What follows belongs to an exercise in optimizing a design on an open flow for small area, a short achievable clock period and few clock cycles; a production flow would make more cautious choices.
RTL that was checked went through simulation tests only; none was proved equivalent to the original.
Power figures rest on the tool's default switching activity, not on a simulated workload.

## rev 12
// pecf_link
module pecf_link (
    input  wire        clk,
    input  wire        rst,
    input  wire        tx_valid,
    input  wire [7:0]  tx_data,
    input  wire        tx_last,
    output wire        tx_ready,
    output wire        out_valid,
    output wire [7:0]  out_data,
    input  wire        out_ready,
    input  wire        rx_start,
    input  wire        rx_valid,
    input  wire [7:0]  rx_data,
    input  wire [22:0] noise_floor_uv,
    output wire        blk_valid,
    output wire [3:0]  blk_dev,
    output wire [15:0] blk_code0,
    output wire [15:0] blk_code1,
    output wire [15:0] blk_code2,
    output wire        blk_pec_ok,
    output wire        pec_err,
    output wire [22:0] blk_uv0,
    output wire [22:0] blk_uv1,
    output wire [22:0] blk_uv2
);
==> module pecf_rx, before the edit <==
module pecf_rx (
    input  wire        clk,
    input  wire        rst,
    input  wire        rx_start,
    input  wire        rx_valid,
    input  wire [7:0]  rx_data,
    input  wire [22:0] noise_floor_uv,
    output reg         blk_valid,
    output reg  [3:0]  blk_dev,
    output wire [15:0] blk_code0,
    output wire [15:0] blk_code1,
    output wire [15:0] blk_code2,
    output reg         blk_pec_ok,
    output reg         pec_err,
    output wire [22:0] blk_uv0,
    output wire [22:0] blk_uv1,
    output wire [22:0] blk_uv2
);
    localparam [14:0] SEED = 15'h0010;
    reg  [2:0]  pos;         
    reg  [14:0] rem;
    reg         hi_ok;       
    reg  [47:0] payload;     
    reg  [20:0] x_top;           
    reg         x_low;           
    reg         moved;           
    reg  [20:4] x_mid, x_bot;    
    reg         low_mid, low_bot;
    wire [14:0] rem_next;
    pecf_step u_step (
        .rem_in  (rem),
        .data    (rx_data),
        .rem_out (rem_next)
    );
    assign blk_code0  = payload[15:0];
    assign blk_code1  = payload[31:16];
    assign blk_code2  = payload[47:32];
    wire        pec_ok = hi_ok && (rx_data == {rem[6:0], 1'b0});
    wire [22:0] top_uv;
    pecf_scale u_scale (.code(blk_code2), .uv(top_uv));
    wire        top_low   = ({x_top, 2'b00} < noise_floor_uv);
    wire [20:0] x_clamped = x_low ? 21'd0 : x_top;
    function [3:0] x25_low (input [3:0] c);
        x25_low = {c[3] ^ c[0], c[2:0]};
    endfunction
    assign blk_uv0 = {x_bot, low_bot ? 4'd0 : x25_low(blk_code0[3:0]), 2'b00};
    assign blk_uv1 = {x_mid, low_mid ? 4'd0 : x25_low(blk_code1[3:0]), 2'b00};
    assign blk_uv2 = {x_clamped, 2'b00};
    always @(posedge clk) begin
        if (rst || rx_start || (rx_valid && pos == 3'd7))
            rem <= SEED;
        else if (rx_valid && !(pos[2] && pos[1]))
            rem <= rem_next;
        if (rx_valid && !(pos[2] && pos[1]))
            payload <= {rx_data, payload[47:8]};
        if (rx_valid && pos == 3'd6)
            hi_ok <= (rx_data == rem[14:7]);
        if (!pos[0])
            x_top <= top_uv[22:2];
        x_low <= top_low;
        moved <= rx_valid;
        if (moved && (pos == 3'd4 || pos == 3'd6)) begin
            x_mid   <= x_clamped[20:4];
            low_mid <= x_low;
            x_bot   <= x_mid;
            low_bot <= low_mid;
        end
    end
    always @(posedge clk) begin
        blk_valid  <= rx_valid && (pos == 3'd7);
        blk_pec_ok <= pec_ok;
        if (rst || rx_start) begin
            pos     <= 3'd0;
            blk_dev <= 4'd0;
            pec_err <= 1'b0;
        end else begin
            if (rx_valid)
                pos <= pos + 3'd1;
            if (blk_valid)
                blk_dev <= blk_dev + 4'd1;
            if (rx_valid && pos == 3'd7 && !pec_ok)
                pec_err <= 1'b1;
        end
    end
endmodule
clock: 9.0 ns
lec_check: 0
cap_margin: 20
core_margin: 2
core_utilization: 55
cts_buf_list: sky130_fd_sc_hd__clkbuf_8
slew_margin: 20
standard.sh (not shown) runs the stock make flow with config.mk's settings and CLKGATE_MAP_FILE= SYNTH_SCRIPT=/design/flow/synth_recipe.tcl, a recipe that flattens the netlist after the stock synthesis.
==> flow/flow/run.sh <==
#!/bin/bash
# The standard layout, except that the port buffers are made as the smallest
# buffer cell (buf_1) instead of the resizer's default pick; the repair steps
# still resize them where timing or slew asks for it.
set -euo pipefail
cd "$(dirname "$0")/.."
bash standard.sh BUFFER_PORTS_ARGS="-buffer_cell sky130_fd_sc_hd__buf_1" finish > standard_flow.log 2>&1
Testbench counts of rev 12, summed over its fixed seeds: cycles 35,024.
Here is what was changed in the inputs of rev 13 compared with rev 12.
--- a/flow/design.v
+++ b/flow/design.v
@@ -132,11 +132,10 @@
     output wire [22:0] blk_uv2
 );
     localparam [14:0] SEED = 15'h0010;
     reg  [2:0]  pos;         
     reg  [14:0] rem;
-    reg         hi_ok;       
     reg  [47:0] payload;     
     reg  [20:0] x_top;           
     reg         x_low;           
     reg         moved;           
     reg  [20:4] x_mid, x_bot;    
@@ -148,11 +147,11 @@
         .rem_out (rem_next)
     );
     assign blk_code0  = payload[15:0];
     assign blk_code1  = payload[31:16];
     assign blk_code2  = payload[47:32];
-    wire        pec_ok = hi_ok && (rx_data == {rem[6:0], 1'b0});
+    wire        rem_ok = (rem_next == 15'd0);
     wire [22:0] top_uv;
     pecf_scale u_scale (.code(blk_code2), .uv(top_uv));
     wire        top_low   = ({x_top, 2'b00} < noise_floor_uv);
     wire [20:0] x_clamped = x_low ? 21'd0 : x_top;
     function [3:0] x25_low (input [3:0] c);
@@ -162,16 +161,16 @@
     assign blk_uv1 = {x_mid, low_mid ? 4'd0 : x25_low(blk_code1[3:0]), 2'b00};
     assign blk_uv2 = {x_clamped, 2'b00};
     always @(posedge clk) begin
         if (rst || rx_start || (rx_valid && pos == 3'd7))
             rem <= SEED;
-        else if (rx_valid && !(pos[2] && pos[1]))
+        else if (rx_valid)
             rem <= rem_next;
-        if (rx_valid && !(pos[2] && pos[1]))
-            payload <= {rx_data, payload[47:8]};
-        if (rx_valid && pos == 3'd6)
-            hi_ok <= (rx_data == rem[14:7]);
+        if (rx_valid) begin
+            if (!(pos[2] && pos[1]))
+                payload <= {rx_data, payload[47:8]};
+        end
         if (!pos[0])
             x_top <= top_uv[22:2];
         x_low <= top_low;
         moved <= rx_valid;
         if (moved && (pos == 3'd4 || pos == 3'd6)) begin
@@ -181,21 +180,21 @@
             low_bot <= low_mid;
         end
     end
     always @(posedge clk) begin
         blk_valid  <= rx_valid && (pos == 3'd7);
-        blk_pec_ok <= pec_ok;
+        blk_pec_ok <= rem_ok;
         if (rst || rx_start) begin
             pos     <= 3'd0;
             blk_dev <= 4'd0;
             pec_err <= 1'b0;
         end else begin
             if (rx_valid)
                 pos <= pos + 3'd1;
             if (blk_valid)
                 blk_dev <= blk_dev + 4'd1;
-            if (rx_valid && pos == 3'd7 && !pec_ok)
+            if (rx_valid && pos == 3'd7 && !rem_ok)
                 pec_err <= 1'b1;
         end
     end
 endmodule
 module pecf_scale (
==> comparison <==
Taking rev 12 as the reference, in rev 13 total chip power rose by about 7%; combined global-route utilization of all metal layers fell by 0.90 points.
In the reports for rev 13 and rev 12, the smaller total placed instance area belongs to rev 12.
Between rev 13 and rev 12, the difference in fmax is negligible.
Looking at the reports, rev 13 completed the entire flow and the layout it produced met the timing, DRC and antenna checks.
The via count reported for rev 13 is higher than the one for rev 12.
Testbench counts of rev 13, summed over its fixed seeds: cycles 35,024.

========
## the reference run
RTL: one of the versions met above, not the one the previous note started from.
Size: roughly 700 cells after synthesis, about 170 flip-flops, about 180 I/O pins, ~8600 µm² of cells after synthesis.
==> module pecf_tx, before the edit <==
module pecf_tx (
    input  wire       clk,
    input  wire       rst,
    input  wire       tx_valid,
    input  wire [7:0] tx_data,
    input  wire       tx_last,
    output wire       tx_ready,
    output wire       out_valid,
    output wire [7:0] out_data,
    input  wire       out_ready
);
    localparam [14:0] SEED = 15'h0010;
    reg         pec_hi;      
    reg         pec_lo;      
    reg  [14:0] rem;
    reg         obuf_valid;  
    reg  [7:0]  obuf_data;
    reg         spare_valid;
    reg  [7:0]  spare_data;
    reg         ready;       
    wire        pay   = !(pec_hi || pec_lo);
    wire        f_valid = pay ? tx_valid : 1'b1;
    wire [7:0]  f_data  = pay ? tx_data  : rem[14:7];
    wire        f_take  = f_valid && !spare_valid;
    wire [14:0] rem_next;
    assign tx_ready  = ready;
    assign out_valid = obuf_valid;
    assign out_data  = obuf_data;
    wire obuf_free = !obuf_valid || out_ready;
    pecf_step u_step (
        .rem_in  (rem),
        .data    (f_data),
        .rem_out (rem_next)
    );
    wire pec_hi_d = rst ? 1'b0 : f_take ? (pay && tx_last) : pec_hi;
    wire pec_lo_d = rst ? 1'b0 : f_take ? pec_hi : pec_lo;
    wire spare_d  = rst ? 1'b0 : obuf_free ? 1'b0 : (spare_valid || f_valid);
    always @(posedge clk) begin
        pec_hi      <= pec_hi_d;
        pec_lo      <= pec_lo_d;
        spare_valid <= spare_d;
        ready       <= !(pec_hi_d || pec_lo_d) && !spare_d;
        if (rst)
            rem <= SEED;
        else if (f_take)
            rem <= pec_lo ? SEED : rem_next;
    end
    always @(posedge clk) begin
        if (obuf_free)
            obuf_data <= spare_valid ? spare_data : f_data;
        if (!obuf_free && !spare_valid)
            spare_data <= f_data;
        if (rst)
            obuf_valid <= 1'b0;
        else if (obuf_free)
            obuf_valid <= spare_valid || f_valid;
    end
endmodule
==> module pecf_rx, before the edit <==
module pecf_rx (
    input  wire        clk,
    input  wire        rst,
    input  wire        rx_start,
    input  wire        rx_valid,
    input  wire [7:0]  rx_data,
    input  wire [22:0] noise_floor_uv,
    output reg         blk_valid,
    output reg  [3:0]  blk_dev,
    output wire [15:0] blk_code0,
    output wire [15:0] blk_code1,
    output wire [15:0] blk_code2,
    output reg         blk_pec_ok,
    output reg         pec_err,
    output wire [22:0] blk_uv0,
    output wire [22:0] blk_uv1,
    output wire [22:0] blk_uv2
);
    localparam [14:0] SEED = 15'h0010;
    reg  [2:0]  pos;         
    reg  [14:0] rem;
    reg  [47:0] payload;     
    reg  [20:0] x_top;           
    reg         x_low;           
    reg         moved;           
    reg  [20:4] x_mid, x_bot;    
    reg         low_mid, low_bot;
    wire [14:0] rem_next;
    pecf_step u_step (
        .rem_in  (rem),
        .data    (rx_data),
        .rem_out (rem_next)
    );
    assign blk_code0  = payload[15:0];
    assign blk_code1  = payload[31:16];
    assign blk_code2  = payload[47:32];
    wire        rem_ok = (rem_next == 15'd0);
    wire [22:0] top_uv;
    pecf_scale u_scale (.code(blk_code2), .uv(top_uv));
    wire        top_low   = ({x_top, 2'b00} < noise_floor_uv);
    wire [20:0] x_clamped = x_low ? 21'd0 : x_top;
    function [3:0] x25_low (input [3:0] c);
        x25_low = {c[3] ^ c[0], c[2:0]};
    endfunction
    assign blk_uv0 = {x_bot, low_bot ? 4'd0 : x25_low(blk_code0[3:0]), 2'b00};
    assign blk_uv1 = {x_mid, low_mid ? 4'd0 : x25_low(blk_code1[3:0]), 2'b00};
    assign blk_uv2 = {x_clamped, 2'b00};
    always @(posedge clk) begin
        if (rst || rx_start || (rx_valid && pos == 3'd7))
            rem <= SEED;
        else if (rx_valid)
            rem <= rem_next;
        if (rx_valid) begin
            if (!(pos[2] && pos[1]))
                payload <= {rx_data, payload[47:8]};
        end
        if (!pos[0])
            x_top <= top_uv[22:2];
        x_low <= top_low;
        moved <= rx_valid;
        if (moved && (pos == 3'd4 || pos == 3'd6)) begin
            x_mid   <= x_clamped[20:4];
            low_mid <= x_low;
            x_bot   <= x_mid;
            low_bot <= low_mid;
        end
    end
    always @(posedge clk) begin
        blk_valid  <= rx_valid && (pos == 3'd7);
        blk_pec_ok <= rem_ok;
        if (rst || rx_start) begin
            pos     <= 3'd0;
            blk_dev <= 4'd0;
            pec_err <= 1'b0;
        end else begin
            if (rx_valid)
                pos <= pos + 3'd1;
            if (blk_valid)
                blk_dev <= blk_dev + 4'd1;
            if (rx_valid && pos == 3'd7 && !rem_ok)
                pec_err <= 1'b1;
        end
    end
endmodule
Settings: LEC_CHECK=0, CAP_MARGIN=20, CORE_MARGIN=2, CORE_UTILIZATION=55, CTS_BUF_LIST=sky130_fd_sc_hd__clkbuf_8, SLEW_MARGIN=20; clock period 9.0 ns.
==> flow/flow/run.sh <==
#!/bin/bash
# The standard layout, except that the port buffers are made as the smallest
# buffer cell (buf_1) instead of the resizer's default pick, and the timing
# repair steps aim for 5.75 ns of setup slack instead of 0 (the clock period
# and constraints stay the design's).
set -euo pipefail
cd "$(dirname "$0")/.."
bash standard.sh BUFFER_PORTS_ARGS="-buffer_cell sky130_fd_sc_hd__buf_1" SETUP_SLACK_MARGIN=5.75 finish > standard_flow.log 2>&1
Testbench counts of the reference run, summed over its fixed seeds: cycles 35,024.
The inputs of the trial run differ from those of the reference run as listed below.
diff --git a/flow/design.v b/flow/design.v
--- a/flow/design.v
+++ b/flow/design.v
@@ -98,11 +98,11 @@
         spare_valid <= spare_d;
         ready       <= !(pec_hi_d || pec_lo_d) && !spare_d;
         if (rst)
             rem <= SEED;
         else if (f_take)
-            rem <= pec_lo ? SEED : rem_next;
+            rem <= rem_next | (pec_lo ? SEED : 15'd0);
     end
     always @(posedge clk) begin
         if (obuf_free)
             obuf_data <= spare_valid ? spare_data : f_data;
         if (!obuf_free && !spare_valid)
@@ -132,14 +132,14 @@
     output wire [22:0] blk_uv2
 );
     localparam [14:0] SEED = 15'h0010;
     reg  [2:0]  pos;         
     reg  [14:0] rem;
+    reg         hi_ok;       
     reg  [47:0] payload;     
     reg  [20:0] x_top;           
     reg         x_low;           
-    reg         moved;           
     reg  [20:4] x_mid, x_bot;    
     reg         low_mid, low_bot;
     wire [14:0] rem_next;
     pecf_step u_step (
         .rem_in  (rem),
@@ -147,11 +147,11 @@
         .rem_out (rem_next)
     );
     assign blk_code0  = payload[15:0];
     assign blk_code1  = payload[31:16];
     assign blk_code2  = payload[47:32];
-    wire        rem_ok = (rem_next == 15'd0);
+    wire        pec_ok = hi_ok && (rx_data == {rem[6:0], 1'b0});
     wire [22:0] top_uv;
     pecf_scale u_scale (.code(blk_code2), .uv(top_uv));
     wire        top_low   = ({x_top, 2'b00} < noise_floor_uv);
     wire [20:0] x_clamped = x_low ? 21'd0 : x_top;
     function [3:0] x25_low (input [3:0] c);
@@ -161,40 +161,39 @@
     assign blk_uv1 = {x_mid, low_mid ? 4'd0 : x25_low(blk_code1[3:0]), 2'b00};
     assign blk_uv2 = {x_clamped, 2'b00};
     always @(posedge clk) begin
         if (rst || rx_start || (rx_valid && pos == 3'd7))
             rem <= SEED;
-        else if (rx_valid)
+        else if (rx_valid && !(pos[2] && pos[1]))
             rem <= rem_next;
-        if (rx_valid) begin
-            if (!(pos[2] && pos[1]))
-                payload <= {rx_data, payload[47:8]};
-        end
-        if (!pos[0])
+        if (rx_valid && !(pos[2] && pos[1]))
+            payload <= {rx_data, payload[47:8]};
+        if (rx_valid && pos == 3'd6)
+            hi_ok <= (rx_data == rem[14:7]);
+        if (rx_valid && !pos[0])
             x_top <= top_uv[22:2];
         x_low <= top_low;
-        moved <= rx_valid;
-        if (moved && (pos == 3'd4 || pos == 3'd6)) begin
+        if (rx_valid && (pos == 3'd4 || pos == 3'd6)) begin
             x_mid   <= x_clamped[20:4];
             low_mid <= x_low;
             x_bot   <= x_mid;
             low_bot <= low_mid;
         end
     end
     always @(posedge clk) begin
         blk_valid  <= rx_valid && (pos == 3'd7);
-        blk_pec_ok <= rem_ok;
+        blk_pec_ok <= pec_ok;
         if (rst || rx_start) begin
             pos     <= 3'd0;
             blk_dev <= 4'd0;
             pec_err <= 1'b0;
         end else begin
             if (rx_valid)
                 pos <= pos + 3'd1;
             if (blk_valid)
                 blk_dev <= blk_dev + 4'd1;
-            if (rx_valid && pos == 3'd7 && !rem_ok)
+            if (rx_valid && pos == 3'd7 && !pec_ok)
                 pec_err <= 1'b1;
         end
     end
 endmodule
 module pecf_scale (
Notes after the runs:
- The trial run: all stages complete, timing, DRC and antenna checks passed
- Summary of the trial run over the reference run: clock power increased about 3.7%; fraction of final layout cells with drive strength greater than 1 now sits lower; wire length after detailed routing has decreased.
- Changes observed in the trial run relative to the reference run: simple-gate share of the synthesized area lower; post-layout total power moved down.
No functional check of the RTL was part of the trial run.

## port drivers added, routing unchanged
Ports are ideal in the flow. The routed layouts listed here were re-timed in OpenROAD.
Step 1, drivers: a clkbuf_16 drives clk and a buf_2 each remaining input, both assumed.
Step 2, shift: input delay + t, output delay - t, t = (earliest + latest rising clock arrival at the registers) / 2. This alone moves slack from input paths to output paths.
a / b / c = ideal / step 1 / step 2; a / b = the first two.
| run | t, ns | setup WS [ns] | cell pins on the clock port's net |
|---|---|---|---|
| rev 12 | 0.491 | 5.583 / 5.549 / 5.264 | 1 |
| rev 13 | 0.482 | 5.574 / 5.536 / 5.207 | 1 |
| the reference run | 0.484 | 5.794 / 5.805 / 5.321 | 1 |
| the trial run | 0.488 | 5.844 / 5.807 / 5.409 | 1 |
After both steps setup and hold are still met in every run listed. For the reference run, which loses most, drivers alone change the setup slack by +0.011 ns; drivers and shift together by -0.473 ns.
